Source: an optimization exercise on an open RTL-to-GDS flow (aim: small area, a short achievable clock period and few clock cycles). Production flows keep margins and buffers that such runs may drop. Function was checked by simulation only, so behaviour that the tests miss may differ from the original.

==> inputs of v16 <==
// omd_fpu
module omd_fpu (
    input  wire        clk,
    input  wire        rst,
    input  wire        in_valid,
    output wire        in_ready,
    input  wire [1:0]  op,
    input  wire [63:0] a,
    input  wire [63:0] b,
    output reg         out_valid,
    output reg  [63:0] result
);
    localparam [63:0] QNAN = 64'h7ff8_0000_0000_0000;
    localparam integer DNS  = 4;
    localparam integer DNIT = 14;
    localparam integer DQW  = DNS * DNIT;
    localparam integer DG   = DQW + 1;
    reg               in_ready_r;
    reg               s0_v;
    reg  [1:0]        s0_op;
    reg  [63:0]       a_r, b_r;
    reg  signed [7:0] eadj;        
    reg               div_run;
    reg  [4:0]        div_cnt;
    reg  [56:0]       dwc;         
    reg  [DQW-1:0]    dqq, dqm;    
    reg  [DNS-1:0]    dgp, dgn;    
    reg  [1:0]        div_spec;
    reg               div_sign;
    reg  [13:0]       div_e;
    assign in_ready = in_ready_r;
    wire        sa = a_r[63];
    wire        sb = b_r[63] ^ (s0_op == 2'd1);
    wire [10:0] ea = a_r[62:52];
    wire [10:0] eb = b_r[62:52];
    wire [51:0] fa = a_r[51:0];
    wire [51:0] fb = b_r[51:0];
    wire a_ez = (ea == 11'd0), b_ez = (eb == 11'd0);
    wire a_em = (ea == 11'h7ff), b_em = (eb == 11'h7ff);
    wire a_fz = (fa == 52'd0), b_fz = (fb == 52'd0);
    wire a_nan = a_em & ~a_fz, b_nan = b_em & ~b_fz;
    wire a_inf = a_em & a_fz,  b_inf = b_em & b_fz;
    wire a_zero = a_ez & a_fz, b_zero = b_ez & b_fz;
    wire a_sub = a_ez & ~a_fz, b_sub = b_ez & ~b_fz;
    reg s1_v, s1_mul, s2_v, s2_mul;
    wire s1_mulq = s1_v & s1_mul;
    wire s2_mulq = s2_v & s2_mul;
    wire s0_is_add = ~s0_op[1];
    wire s0_is_mul = (s0_op == 2'd2);
    wire s0_is_div = (s0_op == 2'd3);
    wire any_sub   = a_sub | b_sub;
  ...
==> flow/config.mk <==
export PLATFORM = sky130hd
export DESIGN_NAME = omd_fpu
export DESIGN_NICKNAME = omd_fpu
export VERILOG_FILES = /design/flow/design.v
export SDC_FILE = /design/flow/constraint.sdc
export NUM_CORES = 4
export LEC_CHECK = 0
export ABC_AREA = 1
export CAP_MARGIN = 20
export CORE_MARGIN = 2
export CORE_UTILIZATION = 35
export PLACE_DENSITY = 0.5
export SLEW_MARGIN = 20
==> flow/constraint.sdc <==
create_clock -name core_clock -period 27.0 [get_ports {clk}]
set_input_delay 5.4000 -clock core_clock [delete_from_list [all_inputs] [get_ports {clk}]]
set_output_delay 5.4000 -clock core_clock [all_outputs]
set_load 0.01 [all_outputs]
standard.sh (not shown) runs the stock make flow with config.mk's settings and CLKGATE_MAP_FILE= SYNTH_SCRIPT=/design/flow/synth_recipe.tcl, a recipe that flattens the netlist after the stock synthesis.
==> flow/flow/run.sh <==
#!/bin/bash
# Own layout flow: the standard flow (standard.sh, all steps unchanged) run with a
# config that adds to the standard flow's config.mk a setup slack margin for the resizer's
# repair_timing steps, so that they size and buffer the longest paths below the
# clock period. The SDC, the clock period and every other setting stay the standard flow's.
# Gate cloning is left off so that no register is ever duplicated.
set -euo pipefail
work="$(pwd)"
{
  cat "$work/config.mk"
  echo "export SETUP_SLACK_MARGIN = 19"
  echo "export SKIP_GATE_CLONING = 1"
} > "$work/config_own.mk"
sed "s#DESIGN_CONFIG=[^ ]*#DESIGN_CONFIG=$work/config_own.mk#" "$work/standard.sh" > "$work/standard_own.sh"
bash "$work/standard_own.sh" > "$work/standard_own.log" 2>&1
==> v4 (differences from v16) <==
--- a/flow/design.v
+++ b/flow/design.v
@@ -30,11 +30,11 @@
 );
     localparam [63:0] QNAN = 64'h7ff8_0000_0000_0000;
     localparam integer DNS  = 4;
     localparam integer DNIT = 14;
     localparam integer DQW  = DNS * DNIT;
-    localparam integer DG   = DQW + 1;
+    localparam integer DG   = DQW;
     reg               in_ready_r;
     reg               s0_v;
     reg  [1:0]        s0_op;
     reg  [63:0]       a_r, b_r;
     reg  signed [7:0] eadj;        
@@ -72,12 +72,12 @@
     wire s0_go     = (s0_v & s0_is_add) | mul_go;
     wire div_start = s0_v & s0_is_div & ~div_run & ~any_sub;
     wire div_fin   = div_run & (div_cnt == DNIT);
     wire div_iter  = div_start | (div_run & ~div_fin);
     wire s0_free   = ~s0_v | s0_go | div_fin;
-    wire in_a_sub = (a[62:52] == 11'd0) & (a[51:0] != 52'd0);
-    wire in_b_sub = (b[62:52] == 11'd0) & (b[51:0] != 52'd0);
+    wire in_a_sub = (a[62:52] == 11'd0);
+    wire in_b_sub = (b[62:52] == 11'd0);
     wire accept   = in_valid & in_ready_r;
     wire rdy_acc  = ~op[1] | (~op[0] & ~in_a_sub & ~in_b_sub & ~mul_go & ~s1_mulq);
     wire rdy_hold = s0_is_mul ? (~any_sub & ~s1_mulq) : (div_run & (div_cnt == DNIT - 1));
     wire rdy_next = accept ? rdy_acc : (s0_free ? 1'b1 : rdy_hold);
     wire [56:0] dD = {3'b000, 1'b1, fb, 1'b0};
@@ -119,24 +119,23 @@
             assign wc[k+1] = {cy[55:0], pos};
             assign qp[DNS-1-k] = pos;
             assign qn[DNS-1-k] = neg;
         end
     endgenerate
-    wire [56:0] wrs   = ws[1];
-    wire [56:0] wrc   = wc[1];
+    wire [56:0] wrs   = a_r[56:0];
+    wire [56:0] wrc   = dwc;
     wire [56:0] wsum  = wrs + wrc;
     wire        wneg  = wsum[56];
     wire        wz0   = (wsum == 57'd0);
     wire        wz1   = ((wsum ^ dD) == {(wsum[55:0] | dD[55:0]), 1'b0});
     wire [DNS+1:0] dval = {2'b00, dgp} - {2'b00, dgn};     
     wire [DNS+1:0] dvm1 = dval - {{(DNS+1){1'b0}}, 1'b1};   
     wire [DQW-1:0] dq_nx = dval[DNS+1] ? {dqm[DQW-1-DNS:0], dval[DNS-1:0]}
                                        : {dqq[DQW-1-DNS:0], dval[DNS-1:0]};
     wire [DQW-1:0] dm_nx = dvm1[DNS+1] ? {dqm[DQW-1-DNS:0], dvm1[DNS-1:0]}
                                        : {dqq[DQW-1-DNS:0], dvm1[DNS-1:0]};
-    wire           usez1 = qneg[0] | (wneg & ~qpos[0]);
-    wire [DG-1:0]  qfull = {usez1 ? dm_nx : dq_nx, qpos[0] ^ qneg[0] ^ wneg};
+    wire [DG-1:0]  qfull = wneg ? dm_nx : dq_nx;
     wire           rem_nz = wneg ? ~wz1 : ~wz0;
     wire [55:0]    quo_fin;
     wire           div_stk;
     generate
         if (DG == 55) begin : q55
==> flow/flow/run.sh (replaced) <==
#!/bin/bash
# Own layout flow: the standard flow (standard.sh, all steps unchanged) run with a
# config that adds to the standard flow's config.mk a setup slack margin for the resizer's
# repair_timing steps, so that they size and buffer the longest paths below the
# clock period. The SDC, the clock period and every other setting stay the standard flow's.
# Gate cloning and buffer removal are left off, so that no register is ever
# duplicated and the port buffers stay.
set -euo pipefail
work="$(pwd)"
{
  cat "$work/config.mk"
  echo "export SETUP_SLACK_MARGIN = 21"
  echo "export SKIP_GATE_CLONING = 1"
  echo "export SKIP_BUFFER_REMOVAL = 1"
} > "$work/config_own.mk"
sed "s#DESIGN_CONFIG=[^ ]*#DESIGN_CONFIG=$work/config_own.mk#" "$work/standard.sh" > "$work/standard_own.sh"
bash "$work/standard_own.sh" > "$work/standard_own.log" 2>&1
==> v35 (differences from v16) <==
--- a/flow/design.v
+++ b/flow/design.v
@@ -30,20 +30,20 @@
 );
     localparam [63:0] QNAN = 64'h7ff8_0000_0000_0000;
     localparam integer DNS  = 4;
     localparam integer DNIT = 14;
     localparam integer DQW  = DNS * DNIT;
-    localparam integer DG   = DQW + 1;
+    localparam integer DG   = DQW;
     reg               in_ready_r;
     reg               s0_v;
     reg  [1:0]        s0_op;
     reg  [63:0]       a_r, b_r;
     reg  signed [7:0] eadj;        
     reg               div_run;
     reg  [4:0]        div_cnt;
     reg  [56:0]       dwc;         
-    reg  [DQW-1:0]    dqq, dqm;    
+    reg  [DQW-1:0]    dqq;         
     reg  [DNS-1:0]    dgp, dgn;    
     reg  [1:0]        div_spec;
     reg               div_sign;
     reg  [13:0]       div_e;
     assign in_ready = in_ready_r;
@@ -58,29 +58,32 @@
     wire a_fz = (fa == 52'd0), b_fz = (fb == 52'd0);
     wire a_nan = a_em & ~a_fz, b_nan = b_em & ~b_fz;
     wire a_inf = a_em & a_fz,  b_inf = b_em & b_fz;
     wire a_zero = a_ez & a_fz, b_zero = b_ez & b_fz;
     wire a_sub = a_ez & ~a_fz, b_sub = b_ez & ~b_fz;
+    reg  [56:0] s2_sum;
+    reg  [52:0] s1_mbig;
     reg s1_v, s1_mul, s2_v, s2_mul;
     wire s1_mulq = s1_v & s1_mul;
     wire s2_mulq = s2_v & s2_mul;
     wire s0_is_add = ~s0_op[1];
     wire s0_is_mul = (s0_op == 2'd2);
     wire s0_is_div = (s0_op == 2'd3);
     wire any_sub   = a_sub | b_sub;
     wire norm_now  = s0_v & s0_op[1] & ~div_run & any_sub;
     wire mul_go    = s0_v & s0_is_mul & ~any_sub & ~s1_mulq & ~s2_mulq;
     wire s0_go     = (s0_v & s0_is_add) | mul_go;
-    wire div_start = s0_v & s0_is_div & ~div_run & ~any_sub;
-    wire div_fin   = div_run & (div_cnt == DNIT);
-    wire div_iter  = div_start | (div_run & ~div_fin);
-    wire s0_free   = ~s0_v | s0_go | div_fin;
-    wire in_a_sub = (a[62:52] == 11'd0) & (a[51:0] != 52'd0);
-    wire in_b_sub = (b[62:52] == 11'd0) & (b[51:0] != 52'd0);
+    reg  div_fin;       
+    wire div_start = s0_v & s0_is_div & ~div_run & ~div_fin & ~any_sub;
+    wire div_last  = div_run & (div_cnt == DNIT - 1);
+    wire div_iter  = div_start | div_run;
+    wire s0_free   = ~s0_v | s0_go | div_last;
+    wire in_a_sub = (a[62:52] == 11'd0);
+    wire in_b_sub = (b[62:52] == 11'd0);
     wire accept   = in_valid & in_ready_r;
     wire rdy_acc  = ~op[1] | (~op[0] & ~in_a_sub & ~in_b_sub & ~mul_go & ~s1_mulq);
-    wire rdy_hold = s0_is_mul ? (~any_sub & ~s1_mulq) : (div_run & (div_cnt == DNIT - 1));
+    wire rdy_hold = s0_is_mul ? (~any_sub & ~s1_mulq) : (div_run & (div_cnt == DNIT - 2));
     wire rdy_next = accept ? rdy_acc : (s0_free ? 1'b1 : rdy_hold);
     wire [56:0] dD = {3'b000, 1'b1, fb, 1'b0};
     wire [56:0] ws [0:DNS];
     wire [56:0] wc [0:DNS];
     wire [DNS-1:0] qp, qn;
@@ -119,24 +122,25 @@
             assign wc[k+1] = {cy[55:0], pos};
             assign qp[DNS-1-k] = pos;
             assign qn[DNS-1-k] = neg;
         end
     endgenerate
-    wire [56:0] wrs   = ws[1];
-    wire [56:0] wrc   = wc[1];
+    wire [56:0] wrs   = s2_sum;
+    wire [56:0] wrc   = dwc;
     wire [56:0] wsum  = wrs + wrc;
     wire        wneg  = wsum[56];
     wire        wz0   = (wsum == 57'd0);
-    wire        wz1   = ((wsum ^ dD) == {(wsum[55:0] | dD[55:0]), 1'b0});
+    wire [56:0] dDf   = {3'b000, s1_mbig, 1'b0};
+    wire        wz1   = ((wsum ^ dDf) == {(wsum[55:0] | dDf[55:0]), 1'b0});
     wire [DNS+1:0] dval = {2'b00, dgp} - {2'b00, dgn};     
     wire [DNS+1:0] dvm1 = dval - {{(DNS+1){1'b0}}, 1'b1};   
+    wire [DQW-1:0] dqm   = dqq - {{(DQW-1){1'b0}}, 1'b1};    
     wire [DQW-1:0] dq_nx = dval[DNS+1] ? {dqm[DQW-1-DNS:0], dval[DNS-1:0]}
                                        : {dqq[DQW-1-DNS:0], dval[DNS-1:0]};
     wire [DQW-1:0] dm_nx = dvm1[DNS+1] ? {dqm[DQW-1-DNS:0], dvm1[DNS-1:0]}
                                        : {dqq[DQW-1-DNS:0], dvm1[DNS-1:0]};
-    wire           usez1 = qneg[0] | (wneg & ~qpos[0]);
-    wire [DG-1:0]  qfull = {usez1 ? dm_nx : dq_nx, qpos[0] ^ qneg[0] ^ wneg};
+    wire [DG-1:0]  qfull = wneg ? dm_nx : dq_nx;
     wire           rem_nz = wneg ? ~wz1 : ~wz0;
     wire [55:0]    quo_fin;
     wire           div_stk;
     generate
         if (DG == 55) begin : q55
@@ -172,20 +176,22 @@
     always @(posedge clk) begin
         if (rst) begin
             in_ready_r <= 1'b1;
             s0_v       <= 1'b0;
             div_run    <= 1'b0;
+            div_fin    <= 1'b0;
         end else begin
             in_ready_r <= rdy_next;
             if (in_ready_r)
                 s0_v <= in_valid;
             else if (s0_free)
                 s0_v <= 1'b0;
-            if (div_fin)
+            if (div_last)
                 div_run <= 1'b0;
             else if (div_start)
                 div_run <= 1'b1;
+            div_fin <= div_last;
         end
         a_r <= a_nx;
         b_r <= b_nx;
         if (in_ready_r) begin
             s0_op <= op;
@@ -199,11 +205,10 @@
         dwc <= div_iter ? wc[DNS] : 57'd0;
         if (div_iter) begin
             dgp     <= qp;
             dgn     <= qn;
             dqq     <= div_run ? dq_nx : {DQW{1'b0}};
-            dqm     <= div_run ? dm_nx : {DQW{1'b1}};
             div_cnt <= div_run ? div_cnt + 5'd1 : 5'd1;
         end
         if (div_start) begin
             if (a_nan | b_nan | (a_zero & b_zero) | (a_inf & b_inf))
                 div_spec <= 2'd1;
@@ -305,11 +310,10 @@
     wire [13:0] mul_e = {3'b000, xa} + {3'b000, xb} + {{6{eadj[7]}}, eadj} - 14'd1023;
     reg  [1:0]  s1_spec;
     reg         s1_sign, s1_esub, s1_st;
     reg  [13:0] s1_e;
     reg  [2:0]  s1_dlo;
-    reg  [52:0] s1_mbig;
     reg  [54:0] s1_msh;
     always @(posedge clk) begin
         if (rst) s1_v <= 1'b0;
         else     s1_v <= s0_go;
         s1_mul  <= s0_is_mul;
@@ -317,29 +321,28 @@
         s1_sign <= s0_is_mul ? (a_r[63] ^ b_r[63]) : add_sign;
         s1_e    <= s0_is_mul ? mul_e : {3'b000, swap ? xb : xa};
         s1_esub <= sa ^ sb;
         s1_dlo  <= dsh[2:0];
         s1_st   <= al_st;
-        s1_mbig <= swap ? mb : ma;
+        s1_mbig <= (swap | s0_is_div) ? mb : ma;    
         s1_msh  <= al_c;
     end
     wire [54:0] al_sh = s1_msh >> s1_dlo;
     wire [56:0] opa   = {1'b0, s1_mbig, 3'b000};
     wire [56:0] opb   = {1'b0, al_sh, s1_st};
     wire [56:0] sum   = s1_esub ? (opa - opb) : (opa + opb);
     reg  [1:0]  s2_spec;
     reg         s2_sign;
     reg  [13:0] s2_e;
-    reg  [56:0] s2_sum;
     always @(posedge clk) begin
         if (rst) s2_v <= 1'b0;
         else     s2_v <= s1_v;
         s2_mul  <= s1_mul;
         s2_spec <= s1_spec;
         s2_sign <= s1_sign;
         s2_e    <= s1_e;
-        s2_sum  <= sum;
+        s2_sum  <= div_last ? ws[DNS] : sum;    
     end
     wire [63:0] nv = {s2_sum, 7'd0};
     wire [7:0]  bnz;
     wire [2:0]  blz [0:7];
     generate
==> flow/flow/run.sh (replaced) <==
#!/bin/bash
# Own layout flow: the standard flow (standard.sh, all steps unchanged) run with a
# config that adds to the standard flow's config.mk a setup slack margin for the resizer's
# repair_timing steps, so that they size and buffer the longest paths below the
# clock period. The SDC, the clock period and every other setting stay the standard flow's.
# Gate cloning and buffer removal are left off, so that no register is ever
# duplicated and the port buffers stay.
set -euo pipefail
work="$(pwd)"
{
  cat "$work/config.mk"
  echo "export SETUP_SLACK_MARGIN = 20.2"
  echo "export SKIP_GATE_CLONING = 1"
  echo "export SKIP_BUFFER_REMOVAL = 1"
} > "$work/config_own.mk"
sed "s#DESIGN_CONFIG=[^ ]*#DESIGN_CONFIG=$work/config_own.mk#" "$work/standard.sh" > "$work/standard_own.sh"
bash "$work/standard_own.sh" > "$work/standard_own.log" 2>&1
==> v10 (differences from v16) <==
==> flow/run.sh (new file) <==
#!/bin/bash
# synth_recipe.tcl (not shown) runs the flow's synth.tcl, then flattens the netlist and writes it again
# the make line also repeats each setting of config.mk as NAME=value (left out here)
make -C /OpenROAD-flow-scripts/flow DESIGN_CONFIG=/design/flow/config.mk WORK_HOME=/design/flow/orfs CLKGATE_MAP_FILE= SYNTH_SCRIPT=/design/flow/synth_recipe.tcl finish
removed: flow/flow/run.sh
removed: flow/standard.sh
==> qor summary <==
Run status: v10 complete, no violations; v4 complete, no violations; v35 complete, no violations; v16 complete, no violations
Count of instances resized after the clock tree is built: v10 0; v4 1418; v35 573; v16 50
Worst skew pair latency: v10 0.84 ns; v4 0.82 ns; v35 0.81 ns; v16 0.84 ns
Average footprint of a synthesized cell: v10 7.08 um2; v4 7.09 um2; v35 6.97 um2; v16 7.08 um2
Origin of the critical flop-to-flop path: v10 div_run$_SDFFE_PP0P_; v4 booth[7].one$_DFF_P_; v35 s2_sum[4]$_DFF_P_; v16 booth[6].one$_DFF_P_
Post-synth net total: v10 15003; v4 15004; v35 15212; v16 15003
Post-route clock skew: v10 0.0930 ns; v4 0.0875 ns; v35 0.0610 ns; v16 0.0944 ns
Number of search-and-repair iterations in the first detailed-routing pass: v10 6; v4 7; v35 9; v16 6
Most common cell type on the critical path: v10 o21ai_0; v4 -; v35 nand2_1; v16 -
Chip Width: v10 528 um; v4 528 um; v35 528 um; v16 528 um
Number of standard cells in the layout, taps in and fillers out: v10 17064; v4 17539; v35 17538; v16 17091
Finished layout cell area: v10 0.105 mm2; v4 0.117 mm2; v35 0.111 mm2; v16 0.106 mm2
Capturing instance or port of the critical path: v10 a_r[27]$_DFFE_PP_; v4 s3_f[54]$_DFF_P_; v35 s3_stk$_DFF_P_; v16 in_ready_r$_SDFF_PP1_
Normalized max-slew margin: v10 16.3%; v4 11.2%; v35 12.0%; v16 17.1%
Wire length of the first global-routing pass: v10 598 mm; v4 647 mm; v35 677 mm; v16 602 mm
Peak per-stage delay on the critical path: v10 0.88 ns; v4 0.56 ns; v35 0.77 ns; v16 0.75 ns
Detail-routed via count per cell: v10 5.44; v4 5.59; v35 5.60; v16 5.44
Die footprint: v10 0.279 mm2; v4 0.279 mm2; v35 0.278 mm2; v16 0.279 mm2
Post-detailed-placement cell area: v10 0.101 mm2; v4 0.102 mm2; v35 0.101 mm2; v16 0.101 mm2
Least setup slack across all paths after layout: v10 16.49 ns; v4 20.23 ns; v35 20.16 ns; v16 19.14 ns
Setup Buffers After CTS: v10 0; v4 283; v35 119; v16 2
Testbench counts of v16, summed over its fixed seeds: cycles 5,660.
Testbench counts of v4, summed over its fixed seeds: cycles 5,660.
Testbench counts of v35, summed over its fixed seeds: cycles 5,577.
Testbench counts of v10, summed over its fixed seeds: cycles 5,660.

==> static timing again, ports no longer ideal <==
No port has a modelled driver above. Below, the same layouts with a new extraction and two added sets of constraints. Step 1 sets driving cells, clkbuf_16 on the clock port and buf_2 on the other inputs (assumed; they add their load-dependent delay and slew). Step 2, shift: input delay + t, output delay - t, t = (earliest + latest rising clock arrival at the registers) / 2. This alone moves slack from input paths to output paths. Three values: ideal, step 1, step 2; two values: the first two.
run | t (ns) | slack for setup (ns) | worst setup path after step 2 | worst slew at a driven data input, ns
v16 | 0.897 | 19.142 / 19.213 / 18.315 | input to register | 0.08
v4 | 0.890 | 20.226 / 20.225 / 20.082 | input to register | 0.17
v35 | 0.871 | 20.156 / 20.062 / 19.302 | input to register | 0.20
v10 | 0.899 | 16.493 / 16.493 / 16.493 | register to register | 0.07
After both steps every run listed still meets setup and hold. The setup slack of v35, which loses most, moves by -0.094 ns with the drivers and by -0.854 ns with both steps.
